Background: an optimization exercise with open tools, aiming at a short achievable clock period and few clock cycles. Do not read the settings as production practice. The RTL was checked by simulation tests, not by an equivalence proof against the original design. Power is estimated from default activity; no workload was simulated.

==> inputs of nickel <==
// i69_core
module i69_core (
    input  wire        clk,
    input  wire        rst,           
    input  wire [31:0] mem_size,      
    output wire        mem_req,
    output wire        mem_we,
    output wire [31:0] mem_addr,
    output wire [7:0]  mem_wdata,
    input  wire        mem_ready,
    input  wire [7:0]  mem_rdata,
    output reg         out_valid,
    output reg  [7:0]  out_data,
    output wire        halted,
    output wire        faulted,
    output reg  [1:0]  fault_cause,   
    input  wire [3:0]  dbg_sel,
    output reg  [31:0] dbg_data
);
clock: 10.0 ns
lec_check: 0
cap_margin: 20
core_margin: 2
core_utilization: 40
place_density: 0.6
slew_margin: 20
run.sh (not shown) runs the stock make flow with config.mk's settings and CLKGATE_MAP_FILE= SYNTH_SCRIPT=/design/flow/synth_recipe.tcl, a recipe that flattens the netlist after the stock synthesis.
==> inputs of cedar, as changes to nickel <==
- ABC_CLOCK_PERIOD_IN_PS: default -> 4000
- SETUP_SLACK_MARGIN: default -> 5
==> summary of the runs <==
- In nickel the routed wire length is lower than in cedar, by about 6%.
- Power: nickel is lower than cedar (about 6%).
- Of cedar and nickel, nickel has the higher hold slack (gap 0.0043 ns).
- Setup slack: nickel is lower than cedar (2.0 ns).
- Between nickel and cedar, the lower sequential share of layout area is in cedar (gap 2.6 points).
==> figures <==
Leak: cedar 15.5 nW; nickel 13.1 nW
Outcome: cedar complete, no violations; nickel complete, no violations
Global-route track usage on met1: cedar 57.9%; nickel 57.9%
Depth of the worst register-to-register path: cedar 15; nickel 19
# Post-CTS Setup Buffers: cedar 121; nickel 0
Detailed route wirelength on metal3: cedar 29400 um; nickel 26800 um
Flip-flop and latch share of the layout cell area: cedar 20.4%; nickel 23.0%
Non-clock buffer contribution to total cell area: cedar 14.2%; nickel 7.88%
Antenna violations before repair: cedar 11; nickel 14
Proportion of total power due to net switching: cedar 35.9%; nickel 35.6%
Number of global-route vias before repair: cedar 33500; nickel 32100
Testbench counts of nickel, summed over its fixed seeds: cycles 144,009.
Testbench counts of cedar, summed over its fixed seeds: cycles 144,009.

========
==> build 79 <==
Another version of the RTL of i69_core (not shown whole).
make LEC_CHECK=0 ABC_CLOCK_PERIOD_IN_PS=4000 CAP_MARGIN=20 CORE_MARGIN=2 CORE_UTILIZATION=60 PLACE_DENSITY=0.7 SETUP_SLACK_MARGIN=4 SLEW_MARGIN=20 TNS_END_PERCENT=10 finish   # period 10.0 ns
==> trial 72 (differences from build 79) <==
--- a/flow/design.v
+++ b/flow/design.v
@@ -38,52 +38,48 @@
     reg [2:0]  cnt;         
     reg [23:0] imm;         
     reg [7:0]  wd;          
     reg [31:0] msz;         
     reg        first;       
     reg [32:0] ea;          
     reg        ea_ok;       
     reg        eas;         
-    localparam integer MW  = 8;
-    localparam integer MSZ = 1 << MW;
-    localparam integer NR  = MSZ / 16;
-    reg [MSZ*8-1:0] mb;
-    reg [MSZ-1:0]   mv;
+    reg [2047:0] mb;
+    reg [255:0]  mv;
     assign mem_req   = run;
     assign mem_we    = run & (fs == FS_ST);
     assign mem_addr  = ba;
     assign mem_wdata = wd;
     assign halted    = hlt;
     assign faulted   = flt;
     wire        ma_ok  = first ? (|mem_size) : (ma < msz);
     wire [32:0] ma1x   = {1'b0, ma} + 33'd1;
     wire [32:0] ma4x   = {1'b0, ma} + 33'd4;
     wire        ma1_ok = ~first & (ma1x < {1'b0, msz});
     wire        ma4_ok = ~first & (ma4x < {1'b0, msz});
     wire [31:0] ma1    = ma1x[31:0];
     wire [31:0] ma2    = ma + 32'd2;
     wire [31:0] ma5    = ma + 32'd5;
-    wire         lo   = (ma[31:MW] == 0);
-    wire [MW-5:0] rw0 = ma[MW-1:4];
-    wire [MSZ*8-1:0] mbr = {mb[127:0], mb[MSZ*8-1:128]};
-    wire [MSZ-1:0]   mvr = {mv[15:0], mv[MSZ-1:16]};
+    wire         lo   = (ma[31:8] == 24'd0);
+    wire [3:0]   rw0  = ma[7:4];
+    wire [3:0]   rw1  = ma[7:4] + 4'd1;
     wire [127:0] row0 = mb[rw0*128 +: 128];
-    wire [127:0] row1 = mbr[rw0*128 +: 128];
+    wire [127:0] row1 = mb[rw1*128 +: 128];
     wire [15:0]  rv0  = mv[rw0*16 +: 16];
-    wire [15:0]  rv1  = mvr[rw0*16 +: 16];
+    wire [15:0]  rv1  = mv[rw1*16 +: 16];
     wire [255:0] rows = {row1, row0} >> {ma[3:0], 3'd0};
     wire [31:0]  rvs  = {rv1, rv0} >> ma[3:0];
     wire [7:0]   w [0:9];
     wire [9:0]   wv;
     genvar gk;
     generate
         for (gk = 0; gk < 10; gk = gk + 1) begin : g_win
             assign w[gk]  = rows[gk*8 +: 8];
-            assign wv[gk] = rvs[gk] & lo & ({1'b0, ma[MW-1:0]} + gk <= MSZ - 1);
+            assign wv[gk] = rvs[gk] & lo & ({1'b0, ma[7:0]} + gk <= 9'd255);
         end
     endgenerate
     wire [7:0] m0 = w[0];
     wire [7:0] m1 = w[1];
     wire [7:0] m2 = w[2];
     wire [7:0] m3 = w[3];
     wire [7:0] m4 = w[4];
     wire       v0 = wv[0];
@@ -318,17 +314,17 @@
                 else ma_n = cnext;
             end else begin
                 wptr_a = 1'b1; fs_n = FS_OP; ma_n = cnext; newi = 1'b1;
             end
         end
     end
     wire [32:0] ma9x   = {1'b0, ma} + 33'd9;
     wire        ma9_ok = ~first & (ma9x < {1'b0, msz});
-    wire        win9   = lo & (ma[MW-1:0] <= MSZ - 10);
+    wire        win9   = lo & (ma[7:0] <= 8'd246);
     wire [31:0] ma3    = ma + 32'd3;
     wire [31:0] ma4    = ma4x[31:0];
     wire [31:0] ma6    = ma + 32'd6;
     wire [31:0] ma7    = ma + 32'd7;
     wire [31:0] ma10   = ma + 32'd10;
     wire [2:0] d1     = m0[5:3];
     wire [2:0] s1     = m0[2:0];
     wire       mv1    = (m0[7:6] == 2'b01) && (d1 != 3'd0) && (d1 != 3'd7) && (s1 != 3'd7);
@@ -358,24 +354,25 @@
     wire [7:0]  x0  = x[0];
     wire [31:0] x32 = {x[4], x[3], x[2], x[1]};
     wire [2:0]  d2  = x0[5:3];
     wire [2:0]  s2  = x0[2:0];
     wire       mv2    = (x0[7:6] == 2'b01) && (d2 != 3'd0) && (d2 != 3'd7) && (s2 != 3'd7);
     wire       mv32_2 = (x0[7:6] == 2'b10) && (d2 != 3'd0) && (d2 != 3'd7) && (s2 != 3'd7);
     wire       alu2   = (x0 == 8'hC1) || (x0 == 8'hC2) || (x0 == 8'hC3) || (x0 == 8'hC4);
     wire       out2   = (x0 == 8'h02);
+    wire       aptr2  = (x0 == 8'hE1);
     wire       jcc2   = (x0 == 8'h21) || (x0 == 8'h22);
-    wire       l2_2   = mv2 && s2 == 3'd0;
+    wire       l2_2   = (mv2 && s2 == 3'd0) || aptr2;
     wire       l2_5   = (mv32_2 && s2 == 3'd0) || jcc2;
     wire       rd32_2 = mv32_2 && (s2 != 3'd0) && (s2 != 3'd6) &&
                         ((s2 == 3'd1 && wla1) || (s2 == 3'd2 && wlb1) ||
                          ((s2 == 3'd3 || s2 == 3'd4) && wlc1) || (s2 == 3'd5 && wptr1));
-    wire       haz2   = (alu2 & (wa1 | wb1)) | (out2 & out1) | rd32_2;
-    wire       p2     = (mv2 | mv32_2 | alu2 | out2 | jcc2) & ~haz2 & xv[0]
+    wire       haz2   = (alu2 & (wa1 | wb1)) | (out2 & out1) | rd32_2 | (aptr2 & wptr1);
+    wire       p2     = (mv2 | mv32_2 | alu2 | out2 | aptr2 | jcc2) & ~haz2 & xv[0]
                         & (~l2_2 | xv[1]) & (~l2_5 | (xv[1] & xv[2] & xv[3] & xv[4]));
     wire       pair   = (fs == FS_OP) & p1 & p2;
     wire [7:0] a_1 = (w8 && w8_d == 3'd1) ? w8_v : ra;
     wire [7:0] b_1 = (w8 && w8_d == 3'd2) ? w8_v : rb;
     wire [7:0] c_1 = (w8 && w8_d == 3'd3) ? w8_v : rc;
     wire [7:0] d_1 = (w8 && w8_d == 3'd4) ? w8_v : rd;
     wire [7:0] e_1 = (w8 && w8_d == 3'd5) ? w8_v : re;
     wire [7:0] f_1 = (w8 && w8_d == 3'd6) ? w8_v : rf;
@@ -405,16 +402,18 @@
             3'd2: src32_2 = lb;
             3'd3: src32_2 = lc;
             3'd4: src32_2 = lc;
             3'd5: src32_2 = ptr;
             3'd6: src32_2 = a2p1;
             default: src32_2 = 32'd0;
         endcase
     end
+    wire [8:0]  aptr2_lo = {1'b0, ptr[7:0]} + {1'b0, x[1]};
+    wire [31:0] aptr2_r  = {aptr2_lo[8] ? ptr_hi1 : ptr[31:8], aptr2_lo[7:0]};
     reg        w8b;
     reg [2:0]  w8b_d;
     reg [7:0]  w8b_v;
     reg        w32b;
     reg        outb;
     reg [31:0] ma_p;
     always @(*) begin
         w8b   = 1'b0;
@@ -437,21 +436,22 @@
                 default: begin w8b_d = 3'd1; w8b_v = xor_r; end
             endcase
         end else if (out2) begin
             outb = 1'b1;
         end else if (jcc2) begin
             if (x0[0] ? fz_1 : !fz_1) ma_p = x32;
         end
     end
+    wire wptr2 = aptr2;
     wire wr_cp = go & ((w8 & (w8_d == 3'd3)) | (w32 & (w32_d == 3'd5)) | wptr_a |
-                       (pair & ((w8b & (w8b_d == 3'd3)) | (w32b & (d2 == 3'd5)))));
+                       (pair & ((w8b & (w8b_d == 3'd3)) | (w32b & (d2 == 3'd5)) | wptr2)));
     wire bgo     = run & mem_ready;                  
     wire cached  = (fs == FS_OP) ? v0 : ((fs != FS_IMM) & lhit);
-    wire pf_lo   = (pf[31:MW] == 0);
+    wire pf_lo   = (pf[31:8] == 24'd0);
     wire pfetch  = go & ~do_flt & ~do_hlt & (fs_n == FS_OP) & cached & pf_lo;
     wire ifetch  = bpc & ((fs == FS_OP) | (fs == FS_IMM));    
     wire pf_adv  = ~bpc | (ifetch & (ba >= pf));
     always @(posedge clk) begin
         msz <= mem_size;
         ea  <= {1'b0, ptr} + {25'd0, rc};
         ea_ok <= (({1'b0, ptr} + {25'd0, rc}) < {1'b0, msz});
         if (rst) begin
@@ -460,24 +460,24 @@
             la <= 32'd0; lb <= 32'd0; lc <= 32'd0;
             ptr <= 32'd0; pc <= 32'd0;
             fs <= FS_OP; run <= 1'b1; hlt <= 1'b0; flt <= 1'b0;
             ma <= 32'd0; ba <= 32'd0; bpc <= 1'b1; pf <= 32'd0; lhit <= 1'b0;
             npc <= 32'd0; ir <= 8'd0; cnt <= 3'd0; imm <= 24'd0;
             wd <= 8'd0; first <= 1'b1; eas <= 1'b1;
             fault_cause <= 2'd0;
             out_valid <= 1'b0; out_data <= 8'd0;
-            mv <= {MSZ{1'b0}};
+            mv <= 256'd0;
         end else begin
             first     <= 1'b0;
             out_valid <= 1'b0;
             if (bgo) begin
-                if (ba[31:MW] == 0) begin
-                    mb[ba[MW-1:0]*8 +: 8] <= (fs == FS_ST && bpc) ? wd : b;
-                    mv[ba[MW-1:0]] <= 1'b1;
+                if (ba[31:8] == 24'd0) begin
+                    mb[ba[7:0]*8 +: 8] <= (fs == FS_ST && bpc) ? wd : b;
+                    mv[ba[7:0]] <= 1'b1;
                 end
                 if (pf_adv) pf <= ba + 32'd1;
             end
             if (go) begin
                 eas <= wr_cp;
                 if (do_flt) begin
                     flt <= 1'b1; run <= 1'b0; fault_cause <= cause_n;
                 end else if (do_hlt) begin
@@ -541,16 +541,17 @@
                         case (d2)
                             3'd1: la <= src32_2;
                             3'd2: lb <= src32_2;
                             3'd3, 3'd4: lc <= src32_2;
                             3'd5: ptr <= src32_2;
                             default: ;
                         endcase
                     end
+                    if (pair & wptr2) ptr <= aptr2_r;
                 end
             end else begin
                 eas <= 1'b0;
                 if (bgo && run) begin
                     ba  <= ma;
                     bpc <= 1'b1;
                 end
             end
==> flow/config.mk (replaced) <==
export PLATFORM = sky130hd
export DESIGN_NAME = i69_core
export DESIGN_NICKNAME = i69_core
export VERILOG_FILES = /design/flow/design.v
export SDC_FILE = /design/flow/constraint.sdc
export NUM_CORES = 4
export LEC_CHECK = 0
export ABC_CLOCK_PERIOD_IN_PS = 4000
export CAP_MARGIN = 20
export CORE_MARGIN = 2
export CORE_UTILIZATION = 40
export PLACE_DENSITY = 0.6
export SETUP_SLACK_MARGIN = 4
export SLEW_MARGIN = 20
export TNS_END_PERCENT = 10
==> run_results.csv <==
group,metric,value,unit
clock_tree,post-cts-setup-buffers,275,
place,placed_area,0.195,mm^2
global_route,grt_use_met1,54.7,%
synth,synth_area_per_cell,9.52,um^2
die,die_w,678,um
die,die_h,678,um
synth,synth_compound_area_share,19.3,%
clock_tree,numCtsBuffers,331,
status,status,"no timing/DRC/antenna violations",
Source of the figures above: trial 72

==> run_results.csv <==
group,metric,value,unit
status,status,"did not finish",
status,haltStage,"global routing (5_1_grt)",
status,firstError,"[ERROR GRT-0116] Global routing finished with congestion. Check the congestion regions in the DRC Viewer.",
synth,synthFlopType,"edfxtp_1",
die,die_w,553,um
die,die_h,553,um
clock_tree,post-cts-setup-buffers,449,
synth,synth_compound_area_share,20.9,%
global_route,grt_use_met1,81.1,%
synth,synth_area_per_cell,9.48,um^2
Source of the figures above: build 79

Testbench counts of build 79, summed over its fixed seeds: cycles 70,611.
Testbench counts of trial 72, summed over its fixed seeds: cycles 70,228.

## separate check: timing with driven ports
How much do the figures lean on ideal ports? The routed layouts below were timed once more, with nothing changed but the port constraints.
Step 1 sets driving cells, clkbuf_16 on the clock port and buf_2 on the other inputs (assumed; they add their load-dependent delay and slew).
Step 2 times the ports against the registers' clock, not the clock port: input delays grow and output delays shrink by t, the midpoint of the rising clock arrivals with the driver on.
Slacks: no drivers / after step 1 / after step 2; pairs: no drivers / after step 1.
run	t (ns)	setup WS [ns]	pins driven straight from the clock port
nickel	0.700	2.423 / 2.423 / 2.095	1
cedar	0.702	4.463 / 4.414 / 4.243	1
trial 72	1.142	2.330 / 2.330 / 1.932	1
After both steps setup and hold are still met in every run listed. For trial 72, which loses most, drivers alone change the setup slack by 0.000 ns; drivers and shift together by -0.398 ns.
